This design comes from an exercise in tuning for small area, a short achievable clock period and few clock cycles per item on the open sky130 flow, not from production work. The RTL was checked by simulation tests, not by an equivalence proof against the original design.

## east
Design sds_dither, start of the top module:
module sds_dither (
    input  wire        clk,
    input  wire        rst,
    input  wire        start,
    input  wire [6:0]  cfg_width,
    input  wire [8:0]  cfg_height,
    output reg         busy,
    output reg         geom_err,
    input  wire        in_valid,
    output reg         in_ready,
    input  wire [23:0] in_rgb,
    output reg         out_valid,
    input  wire        out_ready,
    output reg  [2:0]  out_idx
);
Size: ~8,200 cells after synthesis, roughly 2,700 flip-flops, about 0.12 mm^2 of cells after synthesis.
clock: 70.0 ns
lec_check: 0
cap_margin: 20
core_margin: 2
core_utilization: 40
slew_margin: 20
run.sh (not shown) runs the stock make flow with config.mk's settings and CLKGATE_MAP_FILE= SYNTH_SCRIPT=/design/flow/synth_recipe.tcl, a recipe that flattens the netlist after the stock synthesis.
east did not stop at any stage, and its layout met the timing, DRC and antenna checks.
Testbench counts of east, summed over its fixed seeds: cycles 60,864, pixels 60,672.
Modified inputs, middle compared to east
==> flow/flow/run.sh (new file) <==
#!/bin/bash
# Layout flow: the standard ORFS layout (standard.sh), with two changes to
# how the layout is made:
#  - port buffers are buf_4 cells instead of the resizer's default pick;
#  - clock tree: larger sink clusters and no dummy loads.
# Each step's full output goes to orfs/logs as usual; standard.sh's own output
# goes to std.log in this folder.
set -euo pipefail
export BUFFER_PORTS_ARGS="-buffer_cell sky130_fd_sc_hd__buf_4"
export CTS_ARGS="-sink_clustering_enable -repair_clock_nets -dont_use_dummy_load -sink_clustering_size 24 -sink_clustering_max_diameter 100"
bash standard.sh > std.log 2>&1
==> flow/standard.sh (new file) <==
#!/bin/bash
# synth_recipe.tcl (not shown) runs the flow's synth.tcl, then flattens the netlist and writes it again
# the make line also repeats each setting of config.mk as NAME=value (left out here)
make -C /OpenROAD-flow-scripts/flow DESIGN_CONFIG=/design/flow/config.mk WORK_HOME=/design/flow/orfs CLKGATE_MAP_FILE= SYNTH_SCRIPT=/design/flow/synth_recipe.tcl "${@:-finish}"
removed: flow/run.sh
Findings:
| share of cells above drive strength 1 | lower: middle |
On setup slack, middle does better than east.
Between middle and east, it is middle whose design area is lower, by about 3.7%.
First-pass GRT wire length, middle vs east: down slightly
Number of rows in the core area came out exactly the same in east and middle.
Relative to east, met1 layer wirelength in the final routing decreased by about 1.8% in middle.

========
Setup of P:
Another version of the RTL of sds_dither (not shown whole).
Size in the first run: about 52 I/O pins, about 110,000 um^2 of cells after synthesis.
Settings: LEC_CHECK=0, ABC_AREA=1, CAP_MARGIN=20, CORE_MARGIN=2, CORE_UTILIZATION=40, SLEW_MARGIN=20; clock period 70.0 ns.
standard.sh (not shown) runs the stock make flow with config.mk's settings and CLKGATE_MAP_FILE= SYNTH_SCRIPT=/design/flow/synth_recipe.tcl, a recipe that flattens the netlist after the stock synthesis.
==> flow/flow/run.sh <==
#!/bin/bash
# Layout flow: the standard ORFS layout (standard.sh), with three changes
# to how the layout is made:
#  - port buffers are buf_4 cells instead of the resizer's default pick;
#  - clock tree: larger sink clusters and no dummy loads;
#  - the control and handshake pins are placed next to each other, so the
#    little logic between them stays short.
# Each step's full output goes to orfs/logs as usual; standard.sh's own output
# goes to std.log in this folder.
set -euo pipefail
export BUFFER_PORTS_ARGS="-buffer_cell sky130_fd_sc_hd__buf_4"
export CTS_ARGS="-sink_clustering_enable -repair_clock_nets -dont_use_dummy_load -sink_clustering_size 26 -sink_clustering_max_diameter 150"
export PLACE_PINS_ARGS="-group_pins {start rst busy geom_err in_valid in_ready out_valid out_ready out_idx[0] out_idx[1] out_idx[2] cfg_width[0] cfg_width[1] cfg_width[2] cfg_width[3] cfg_width[4] cfg_width[5] cfg_width[6] cfg_height[0] cfg_height[1] cfg_height[2] cfg_height[3] cfg_height[4] cfg_height[5] cfg_height[6] cfg_height[7] cfg_height[8]}"
bash standard.sh > std.log 2>&1
The flow did not stop early for P: all stages ran, and the layout cleared the timing, DRC and antenna checks.
Testbench counts of P, summed over its fixed seeds: cycles 60,960, pixels 60,672.
Modified inputs, Q compared to P
- PLACE_DENSITY: unset -> 0.65
- CORE_UTILIZATION: 40 -> 55
==> flow/flow/run.sh <==
#!/bin/bash
# Layout flow: the standard ORFS layout (standard.sh), with two changes to
# how the layout is made:
#  - port buffers are buf_4 cells instead of the resizer's default pick;
#  - clock tree: larger sink clusters and no dummy loads.
# Each step's full output goes to orfs/logs as usual; standard.sh's own output
# goes to std.log in this folder.
set -euo pipefail
export BUFFER_PORTS_ARGS="-buffer_cell sky130_fd_sc_hd__buf_4"
export CTS_ARGS="-sink_clustering_enable -repair_clock_nets -dont_use_dummy_load -sink_clustering_size 26 -sink_clustering_max_diameter 150"
bash standard.sh > std.log 2>&1
### Flow results
Q vs P, number of optimization iterations in the first detailed-route pass went down by 1. Q ends up with a routed wire length that is about 4% lower than in P. | multi-input gate share of total cell area | higher: Q |.

========
sds_dither, a different RTL version from the one above (not shown whole).
Size: ~7900 cells after synthesis, ~52 I/O pins, roughly 120000 µm² of cells after synthesis.
==> flow/config.mk <==
export PLATFORM = sky130hd
export DESIGN_NAME = sds_dither
export DESIGN_NICKNAME = sds_dither
export VERILOG_FILES = /design/flow/design.v
export SDC_FILE = /design/flow/constraint.sdc
export NUM_CORES = 4
export LEC_CHECK = 0
export CAP_MARGIN = 20
export CORE_MARGIN = 2
export CORE_UTILIZATION = 40
export SLEW_MARGIN = 20
==> flow/constraint.sdc <==
create_clock -name core_clock -period 70.0 [get_ports {clk}]
set_input_delay 14.0000 -clock core_clock [delete_from_list [all_inputs] [get_ports {clk}]]
set_output_delay 14.0000 -clock core_clock [all_outputs]
set_load 0.01 [all_outputs]
==> flow/flow/run.sh <==
#!/bin/bash
# Layout flow: the standard ORFS layout (standard.sh), with two changes to
# how the layout is made:
#  - port buffers are buf_4 cells instead of the resizer's default pick;
#  - clock tree: larger sink clusters and no dummy loads.
# Each step's full output goes to orfs/logs as usual; standard.sh's own output
# goes to std.log in this folder.
set -euo pipefail
export BUFFER_PORTS_ARGS="-buffer_cell sky130_fd_sc_hd__buf_4"
export CTS_ARGS="-sink_clustering_enable -repair_clock_nets -dont_use_dummy_load -sink_clustering_size 24 -sink_clustering_max_diameter 100"
bash standard.sh > std.log 2>&1
The first run finished with timing, DRC and antenna clean.
Testbench counts at the start, summed over its fixed seeds: cycles 60,960, pixels 60,672.
Next try:
- ABC_AREA: unset -> 1
- The new run passed the timing, DRC and antenna checks
- die area stays flat
- sequential cell count does not change
- worst setup slack improves by 0.086 ns
- global-route usage falls by 1.7 points

afterwards: timing with drivers on the ports:
Ports are ideal in the flow. The routed layouts listed here were re-timed in OpenROAD.
Step 1 (the two cells are an assumption about what drives the block):
set clk [get_ports {clk}]
set_driving_cell -lib_cell sky130_fd_sc_hd__clkbuf_16 $clk
set_driving_cell -lib_cell sky130_fd_sc_hd__buf_2 [delete_from_list [all_inputs] $clk]
Step 2 also shifts input and output timing later by t, the mid clock arrival at the registers, as if the neighbouring blocks saw the same clock.
a / b / c = ideal / step 1 / step 2; a / b = the first two.
| run | t, ns | slack for setup (ns) | worst hold slack (ns) | worst setup path at the end | cell pins on the clock port's net |
|---|---|---|---|---|---|
| east | 0.891 | 54.257 / 54.167 / 53.773 | 0.389 / 0.389 / 0.389 | input to register | 1 |
| middle | 0.883 | 54.632 / 54.539 / 54.182 | 0.377 / 0.377 / 0.377 | input to register | 1 |
| P | 0.811 | 54.748 / 54.648 / 54.521 | 0.340 / 0.340 / 0.340 | input to register | 1 |
| Q | 0.834 | 54.717 / 54.631 / 54.431 | 0.330 / 0.330 / 0.330 | input to register | 1 |
| the first run of note 3 | 0.891 | 54.554 / 54.447 / 54.609 | 0.327 / 0.327 / 0.327 | input to register | 1 |
| the second run of note 3 | 0.879 | 54.640 / 54.553 / 54.496 | 0.357 / 0.357 / 0.357 | input to register | 1 |
After both steps every run listed still meets setup and hold. For east, which loses most, drivers alone change the setup slack by -0.090 ns; drivers and shift together by -0.484 ns.
